Background: an optimization exercise with open tools, aiming at small area, a short achievable clock period and few clock cycles. Do not read the settings as production practice. In this exercise RTL edits were held to simulation tests only and were not proved equivalent to the original. No activity file was given, so power comes from the tool's default toggle rates.

==> quartz: inputs <==
Design symcodec_rx, start of the top module:
module symcodec_rx (
    input  wire        clk,
    input  wire        rst,
    input  wire        in_valid,
    output wire        in_ready,
    input  wire [63:0] in_data,     
    input  wire [3:0]  in_groups,   
    input  wire        in_last,     
    output reg         out_valid,
    output reg  [7:0]  out_byte,
    output reg  [2:0]  out_kind,    
    output reg         done,
    output wire [1:0]  res,         
    output wire [3:0]  cause,       
    output wire        chkmis,
    output wire [15:0] clean_bits,
    output wire [15:0] n_bytes,
    output wire [31:0] pre,
    output wire [15:0] len,
    output wire [7:0]  stored_chk,
    output wire [7:0]  calc_chk,
    output wire [15:0] bad_index,
    output wire [5:0]  bad_win
);
    localparam [2:0] K_PRE = 3'd0, K_LEN = 3'd1, K_PAY = 3'd2, K_CHK = 3'd3, K_TRAIL = 3'd4;
    function [3:0] nib6;
        input [5:0] c;
        begin
            nib6[3] = c[5];
            nib6[2] = (c[5] & c[3] & ~c[0]) | (c[4] & ~c[2] & ~c[1]) | (c[4] & ~c[0]);
            nib6[1] = (~c[5] & ~c[3] & c[0]) | (c[5] & ~c[3] & ~c[0]) |
                      (c[5] & ~c[2] & ~c[1]) | (c[4] & c[3] & ~c[0]);
            nib6[0] = c[5] ^ c[4] ^ c[1];
        end
    endfunction
    function mapped6;
        input [5:0] cw;
        begin
            case (cw)
                6'd13, 6'd14, 6'd19, 6'd21, 6'd22, 6'd25, 6'd26, 6'd28,
                6'd35, 6'd37, 6'd38, 6'd41, 6'd42, 6'd44, 6'd49, 6'd50:
                    mapped6 = 1'b1;
                default:
                    mapped6 = 1'b0;
            endcase
        end
    endfunction
    function [6:0] therm3;
        input [2:0] v;
        begin
            therm3[0] = v[2] | v[1] | v[0];
            therm3[1] = v[2] | v[1];
            therm3[2] = v[2] | (v[1] & v[0]);
            therm3[3] = v[2];
            therm3[4] = v[2] & (v[1] | v[0]);
            therm3[5] = v[2] & v[1];
            therm3[6] = v[2] & v[1] & v[0];
        end
    endfunction
    function [2:0] ones4;
        input [3:0] c;
        begin
            ones4[2] = &c;
            ones4[1] = ((c[0] & c[1]) | (c[0] & c[2]) | (c[0] & c[3]) |
                        (c[1] & c[2]) | (c[1] & c[3]) | (c[2] & c[3])) & ~(&c);
            ones4[0] = ^c;
        end
    endfunction
    function [5:0] rev6;
        input [5:0] v;
  ...
export LEC_CHECK = 0
export ABC_AREA = 1
export CAP_MARGIN = 20
export CORE_MARGIN = 2
export CORE_UTILIZATION = 50
export SETUP_SLACK_MARGIN = 2.7
export SLEW_MARGIN = 20
create_clock -name core_clock -period 5.0 [get_ports {clk}]
standard.sh (not shown) runs the stock make flow with config.mk's settings and CLKGATE_MAP_FILE= SYNTH_SCRIPT=/design/flow/synth_recipe.tcl, a recipe that flattens the netlist after the stock synthesis.
==> flow/flow/run.sh <==
#!/bin/bash
# Standard ORFS layout (standard.sh: the standard flow's synthesis, floorplan, place, CTS,
# route, finish) with two changes: the buffers that buffer_ports puts on every
# input and output port are sky130_fd_sc_hd__buf_1 cells instead of the
# default pick, and clock tree synthesis builds the tree from clkbuf_8 cells
# without the dummy loads it otherwise adds to even out the tree.
# The full make output goes to standard.log in this folder; each ORFS step's
# own log stays under orfs/logs/.
set -euo pipefail
export BUFFER_PORTS_ARGS="-buffer_cell sky130_fd_sc_hd__buf_1"
export CTS_ARGS="-sink_clustering_enable -repair_clock_nets -buf_list {sky130_fd_sc_hd__clkbuf_8 sky130_fd_sc_hd__clkbuf_16} -dont_use_dummy_load"
bash standard.sh > standard.log 2>&1
==> cedar: changes against quartz <==
--- a/flow/design.v
+++ b/flow/design.v
@@ -31,23 +31,24 @@
             nib6[2] = (c[5] & c[3] & ~c[0]) | (c[4] & ~c[2] & ~c[1]) | (c[4] & ~c[0]);
             nib6[1] = (~c[5] & ~c[3] & c[0]) | (c[5] & ~c[3] & ~c[0]) |
                       (c[5] & ~c[2] & ~c[1]) | (c[4] & c[3] & ~c[0]);
             nib6[0] = c[5] ^ c[4] ^ c[1];
         end
     endfunction
+    function one3;
+        input [2:0] v;
+        one3 = (v[0] & ~v[1] & ~v[2]) | (~v[0] & v[1] & ~v[2]) | (~v[0] & ~v[1] & v[2]);
+    endfunction
+    function two3;
+        input [2:0] v;
+        two3 = (v[0] & v[1] & ~v[2]) | (v[0] & ~v[1] & v[2]) | (~v[0] & v[1] & v[2]);
+    endfunction
     function mapped6;
-        input [5:0] cw;
-        begin
-            case (cw)
-                6'd13, 6'd14, 6'd19, 6'd21, 6'd22, 6'd25, 6'd26, 6'd28,
-                6'd35, 6'd37, 6'd38, 6'd41, 6'd42, 6'd44, 6'd49, 6'd50:
-                    mapped6 = 1'b1;
-                default:
-                    mapped6 = 1'b0;
-            endcase
-        end
+        input [5:0] c;
+        mapped6 = (one3(c[5:3]) & two3(c[2:0]) & ~(c[3] & c[1] & c[0])) |
+                  (two3(c[5:3]) & one3(c[2:0]) & ~(c[5] & c[4] & c[2]));
     endfunction
     function [6:0] therm3;
         input [2:0] v;
         begin
             therm3[0] = v[2] | v[1] | v[0];
             therm3[1] = v[2] | v[1];
@@ -64,12 +65,29 @@
             ones4[2] = &c;
             ones4[1] = ((c[0] & c[1]) | (c[0] & c[2]) | (c[0] & c[3]) |
                         (c[1] & c[2]) | (c[1] & c[3]) | (c[2] & c[3])) & ~(&c);
             ones4[0] = ^c;
         end
     endfunction
+    function eq_sum;
+        input [15:0] x;
+        input [15:0] k;
+        input [15:0] z;
+        integer i;
+        reg c;
+        reg ok;
+        begin
+            ok = 1'b1;
+            c = 1'b0;
+            for (i = 0; i < 16; i = i + 1) begin
+                ok = ok & (z[i] == (x[i] ^ k[i] ^ c));
+                c = (x[i] & k[i]) | ((x[i] | k[i]) & ~z[i]);
+            end
+            eq_sum = ok & ~c;
+        end
+    endfunction
     function [5:0] rev6;
         input [5:0] v;
         rev6 = {v[0], v[1], v[2], v[3], v[4], v[5]};
     endfunction
     function [7:0] join4;
         input [3:0] a;
@@ -217,105 +235,117 @@
         end
     end
     reg        aborted;
     reg        have_low;
     reg [3:0]  low_nib;
     reg [12:0] byte_cnt;
+    reg        bc_small;     
     reg [15:0] clean_cnt;
     reg [31:0] pre_r;
     reg [15:0] len_r;
     reg [7:0]  xor_r;
     reg [7:0]  stored_r;
-    reg        short_r;      
+    reg        nok_r;        
     reg        mis_r;        
-    reg [5:0]  bad_r;        
+    reg        c0_r;         
     reg        chk_r;
     reg         fresh;
     wire        ab_b    = aborted  && !fresh;
     wire        hl_b    = have_low && !fresh;
-    wire [12:0] bc_b    = fresh ? 13'd0 : byte_cnt;
     wire [12:0] byte_inc  = byte_cnt + 13'd1;
     wire [4:0]  clean_lo  = {1'b0, clean_cnt[3:0]} + {1'b0, s3_n};
     wire [11:0] clean_hi1 = clean_cnt[15:4] + 12'd1;
     wire [15:0] clean_sum = {clean_lo[4] ? clean_hi1 : clean_cnt[15:4], clean_lo[3:0]};
     wire [7:0]  x_b     = fresh ? 8'd0  : xor_r;
-    wire        gc_b    = !short_r && !fresh;    
+    wire        gc_b    = !nok_r && !fresh;      
     wire [5:0] w0 = s3_w[5:0];
     wire [5:0] w1 = s3_w[11:6];
     wire [3:0] d0 = nib6(w0);
     wire [3:0] d1 = nib6(w1);
     wire g0   = s3_g0 && !ab_b;
     wire g1   = s3_g1 && !ab_b;
     wire bad0 = s3_b0 && !ab_b;
     wire bad1 = s3_b1 && !ab_b;
     wire bad  = bad0 || bad1;
     wire       byte_go  = hl_b ? g0 : g1;
+    wire [5:0] bad_win_nx = bad0 ? rev6(w0) : rev6(w1);
     wire [7:0] new_byte = hl_b ? {d0[3:0], low_nib} : {d1[3:0], d0[3:0]};
-    wire        ge6     = (byte_cnt[12:3] != 10'd0) || (byte_cnt[2:1] == 2'd3);
-    wire        at_pre  = fresh || (byte_cnt[12:2] == 11'd0);
-    wire        at_len  = !fresh && (byte_cnt[12:1] == 12'd2);
-    wire        at_chk  = !fresh && short_r && ge6 && chk_r;
+    wire        ge6     = !bc_small || (byte_cnt[2:1] == 2'd3);
+    wire        at_pre  = fresh || (bc_small && !byte_cnt[2]);
+    wire        at_len  = !fresh && bc_small && (byte_cnt[2:1] == 2'd2);
+    wire [5:0]  at_idx;
+    assign at_idx[0] = fresh || (bc_small && byte_cnt[2:0] == 3'd0);
+    generate
+        genvar gi;
+        for (gi = 1; gi < 6; gi = gi + 1) begin : g_idx
+            assign at_idx[gi] = !fresh && bc_small && byte_cnt[2:0] == gi;
+        end
+    endgenerate
+    wire        at_chk  = !fresh && nok_r && ge6 && chk_r;
     reg  [2:0]  kind;
     always @(*) begin
         if (at_pre)      kind = K_PRE;
         else if (at_len) kind = K_LEN;
         else if (gc_b)   kind = K_TRAIL;
         else if (at_chk) kind = K_CHK;
         else             kind = K_PAY;
     end
     wire ab_nx = ab_b || bad;
     wire gc_nx = gc_b || (byte_go && at_chk);
     wire clr   = s3_last && (ab_nx || !gc_nx);
     wire [7:0] wr_byte = clr ? 8'd0 : new_byte;
+    wire       mis_nx  = clr ? 1'b0 : (byte_go && at_chk) ? (new_byte != x_b) : mis_r;
     always @(posedge clk) begin
-        if (clr || (byte_go && bc_b == 16'd0)) pre_r[7:0]   <= wr_byte;
-        if (clr || (byte_go && bc_b == 16'd1)) pre_r[15:8]  <= wr_byte;
-        if (clr || (byte_go && bc_b == 16'd2)) pre_r[23:16] <= wr_byte;
-        if (clr || (byte_go && bc_b == 16'd3)) pre_r[31:24] <= wr_byte;
-        if (clr || (byte_go && bc_b == 16'd4)) len_r[7:0]   <= wr_byte;
-        if (clr || (byte_go && bc_b == 16'd5)) len_r[15:8]  <= wr_byte;
+        if (clr || (byte_go && at_idx[0]))    pre_r[7:0]   <= wr_byte;
+        if (clr || (byte_go && at_idx[1]))    pre_r[15:8]  <= wr_byte;
+        if (clr || (byte_go && at_idx[2]))    pre_r[23:16] <= wr_byte;
+        if (clr || (byte_go && at_idx[3]))    pre_r[31:24] <= wr_byte;
+        if (clr || (byte_go && at_idx[4]))    len_r[7:0]   <= wr_byte;
+        if (clr || (byte_go && at_idx[5]))    len_r[15:8]  <= wr_byte;
         if (clr || (byte_go && at_chk))        stored_r     <= wr_byte;
-        if (bad)
-            bad_r <= bad0 ? rev6(w0) : rev6(w1);
         out_byte <= new_byte;
-        if (g0 && !(hl_b ^ g1))
-            low_nib <= g1 ? d1[3:0] : d0[3:0];
         out_kind <= kind;
-        if (byte_go)
-            chk_r <= (bc_b == 13'd5) ? (new_byte == 8'd0 && len_r[7:0] == 8'd0) :
-                                       ({3'd0, byte_cnt} == len_r + 16'd5);
+        if (bad)
+            low_nib <= bad_win_nx[5:2];
+        else if (g0 && !(hl_b ^ g1))
+            low_nib <= g1 ? d1[3:0] : d0[3:0];
+        if (bad)
+            chk_r <= bad_win_nx[1];
+        else if (byte_go)
+            chk_r <= at_idx[5] ? (new_byte == 8'd0 && len_r[7:0] == 8'd0) :
+                                 eq_sum(len_r, 16'd5, {3'd0, byte_cnt});
         aborted   <= ab_nx;
         have_low  <= hl_b ^ g0 ^ g1;
         byte_cnt  <= fresh ? {12'd0, byte_go} : byte_go ? byte_inc : byte_cnt;
+        bc_small  <= bad ? bad_win_nx[0] :
+                     fresh || (bc_small && !(byte_go && byte_cnt[2:0] == 3'd7));
         clean_cnt <= fresh ? {12'd0, s3_n} : clean_sum;
         if (clr)
             xor_r <= 8'd0;
         else if (byte_go && kind <= K_PAY)
             xor_r <= x_b ^ new_byte;
         else
             xor_r <= x_b;
-        short_r   <= !ab_nx && !gc_nx;
-        if (clr)
-            mis_r <= 1'b0;
-        else if (byte_go && at_chk)
-            mis_r <= (new_byte != x_b);
+        nok_r     <= ab_nx || !gc_nx;
+        mis_r     <= mis_nx;
+        c0_r      <= (!ab_nx && !gc_nx) || mis_nx;
         fresh <= rst || s3_last;
         if (rst) begin
             out_valid <= 1'b0;
             done      <= 1'b0;
         end else begin
             out_valid <= byte_go;
             done      <= s3_last;
         end
     end
-    assign res        = {aborted || short_r, 1'b1};
-    assign cause      = {1'b0, aborted || short_r, mis_r, short_r || mis_r};
+    assign res        = {nok_r, 1'b1};
+    assign cause      = {1'b0, nok_r, mis_r, c0_r};
     assign chkmis     = mis_r;
     assign clean_bits = clean_cnt;
     assign n_bytes    = {3'd0, byte_cnt};
     assign pre        = pre_r;
     assign len        = len_r;
     assign stored_chk = stored_r;
     assign calc_chk   = xor_r;
     assign bad_index  = {2'd0, byte_cnt, have_low};
-    assign bad_win    = bad_r;
+    assign bad_win    = {low_nib, chk_r, bc_small};
 endmodule
==> flow/flow/run.sh (replaced) <==
#!/bin/bash
# Standard ORFS layout (standard.sh: the standard flow's synthesis, floorplan, place, CTS,
# route, finish) with two changes:
#  - the buffers that buffer_ports puts on every input and output port are
#    sky130_fd_sc_hd__buf_1 cells instead of the default pick;
#  - clock tree synthesis builds the tree from clkbuf_4/clkbuf_8 cells and
#    adds no dummy loads to even out the tree.
# The full make output goes to standard.log in this folder; each ORFS step's
# own log stays under orfs/logs/.
set -euo pipefail
export BUFFER_PORTS_ARGS="-buffer_cell sky130_fd_sc_hd__buf_1"
export CTS_ARGS="-sink_clustering_enable -repair_clock_nets -buf_list {sky130_fd_sc_hd__clkbuf_4 sky130_fd_sc_hd__clkbuf_8} -dont_use_dummy_load"
bash standard.sh > standard.log 2>&1
==> tundra: changes against quartz <==
==> flow/flow/run.sh (replaced) <==
#!/bin/bash
# Standard ORFS layout (standard.sh: the standard flow's synthesis, floorplan, place, CTS,
# route, finish) with two changes:
#  - the buffers that buffer_ports puts on every input and output port are
#    sky130_fd_sc_hd__buf_1 cells instead of the default pick;
#  - clock tree synthesis builds the tree from clkbuf_8/clkbuf_16 cells and
#    adds no dummy loads to even out the tree.
# The full make output goes to standard.log in this folder; each ORFS step's
# own log stays under orfs/logs/.
set -euo pipefail
export BUFFER_PORTS_ARGS="-buffer_cell sky130_fd_sc_hd__buf_1"
export CTS_ARGS="-sink_clustering_enable -repair_clock_nets -buf_list {sky130_fd_sc_hd__clkbuf_8 sky130_fd_sc_hd__clkbuf_16} -dont_use_dummy_load"
bash standard.sh > standard.log 2>&1
==> comparison table <==
Outcome: tundra timing/DRC/antenna clean; cedar timing/DRC/antenna clean; quartz timing/DRC/antenna clean
Worst path buffer plus inverter count: tundra 1; cedar 4; quartz 1
End of the critical path: tundra cause[2]; cedar pre_r[8]; quartz cause[2]
Hold Crit Endpoint: tundra s3_n[1]; cedar s2_rq[1]; quartz s3_n[1]
Iteration-0 DRC count of the detailed router: tundra 398; cedar 424; quartz 398
Number of post-CTS setup repair buffers: tundra 7; cedar 5; quartz 7
Top fanout value on the critical path: tundra 6; cedar 8; quartz 6
Endpoint of the most critical register-to-register path: tundra pre_r[28]; cedar pre_r[8]; quartz pre_r[28]
Sequential power: tundra 1.60 mW; cedar 1.56 mW; quartz 1.60 mW
Data buffer area share: tundra 9.01%; cedar 9.30%; quartz 9.01%
Share of Yosys cell area claimed by the top area cell type: tundra 26.0%; cedar 27.3%; quartz 26.0%
Overall power of the completed layout: tundra 2.88 mW; cedar 2.47 mW; quartz 2.88 mW
Synth Area in XOR/XNOR: tundra 3.38%; cedar 1.59%; quartz 3.38%
Detailed-route wire length on metal 1: tundra 9690 um; cedar 9400 um; quartz 9690 um
Synthesized flop and latch total: tundra 186; cedar 182; quartz 186
Post-Route Skew: tundra 0.0398 ns; cedar 0.0449 ns; quartz 0.0398 ns
Final worst hold slack: tundra 0.397 ns; cedar 0.367 ns; quartz 0.397 ns
Number of enable flip-flop cells after synthesis: tundra 68; cedar 62; quartz 68
Core utilization of the finished layout: tundra 60.9%; cedar 59.7%; quartz 60.9%
Max-slew headroom at the worst pin: tundra 39.8%; cedar 48.4%; quartz 39.8%
Worst Path Arrival: tundra 1.24 ns; cedar 2.40 ns; quartz 1.24 ns
Die height: tundra 139 um; cedar 137 um; quartz 139 um
Clock network contribution to total cell area: tundra 3.90%; cedar 2.28%; quartz 3.90%
Testbench counts of quartz, summed over its fixed seeds: cycles 15,365.
Testbench counts of cedar, summed over its fixed seeds: cycles 15,365.
Testbench counts of tundra, summed over its fixed seeds: cycles 15,365.

re-timing with driven ports:
The results above use ideal ports. As a check the final layouts listed here were re-extracted and re-timed, cells and wires unchanged. Step 1 (the two cells are an assumption about what drives the block):
set clk [get_ports {clk}]
set_driving_cell -lib_cell sky130_fd_sc_hd__clkbuf_16 $clk
set_driving_cell -lib_cell sky130_fd_sc_hd__buf_2 [delete_from_list [all_inputs] $clk]
Step 2, shift: input delay + t, output delay - t, t = (earliest + latest rising clock arrival at the registers) / 2. This alone moves slack from input paths to output paths. Slacks: ideal / step 1 / step 2; pairs: ideal / step 1.
| run | t, ns | setup slack, ns | latest minus earliest clock arrival (ns) | slew at the worst register clock pin (ns) |
|---|---|---|---|---|
| quartz | 0.467 | 2.757 / 2.713 / 2.472 | 0.040 / 0.040 | 0.09 / 0.09 |
| cedar | 0.479 | 2.812 / 2.805 / 2.453 | 0.053 / 0.052 | 0.11 / 0.11 |
| tundra | 0.467 | 2.757 / 2.713 / 2.472 | 0.040 / 0.040 | 0.09 / 0.09 |
After both steps every run listed still meets setup and hold. For cedar, which loses most, drivers alone change the setup slack by -0.007 ns; drivers and shift together by -0.359 ns.
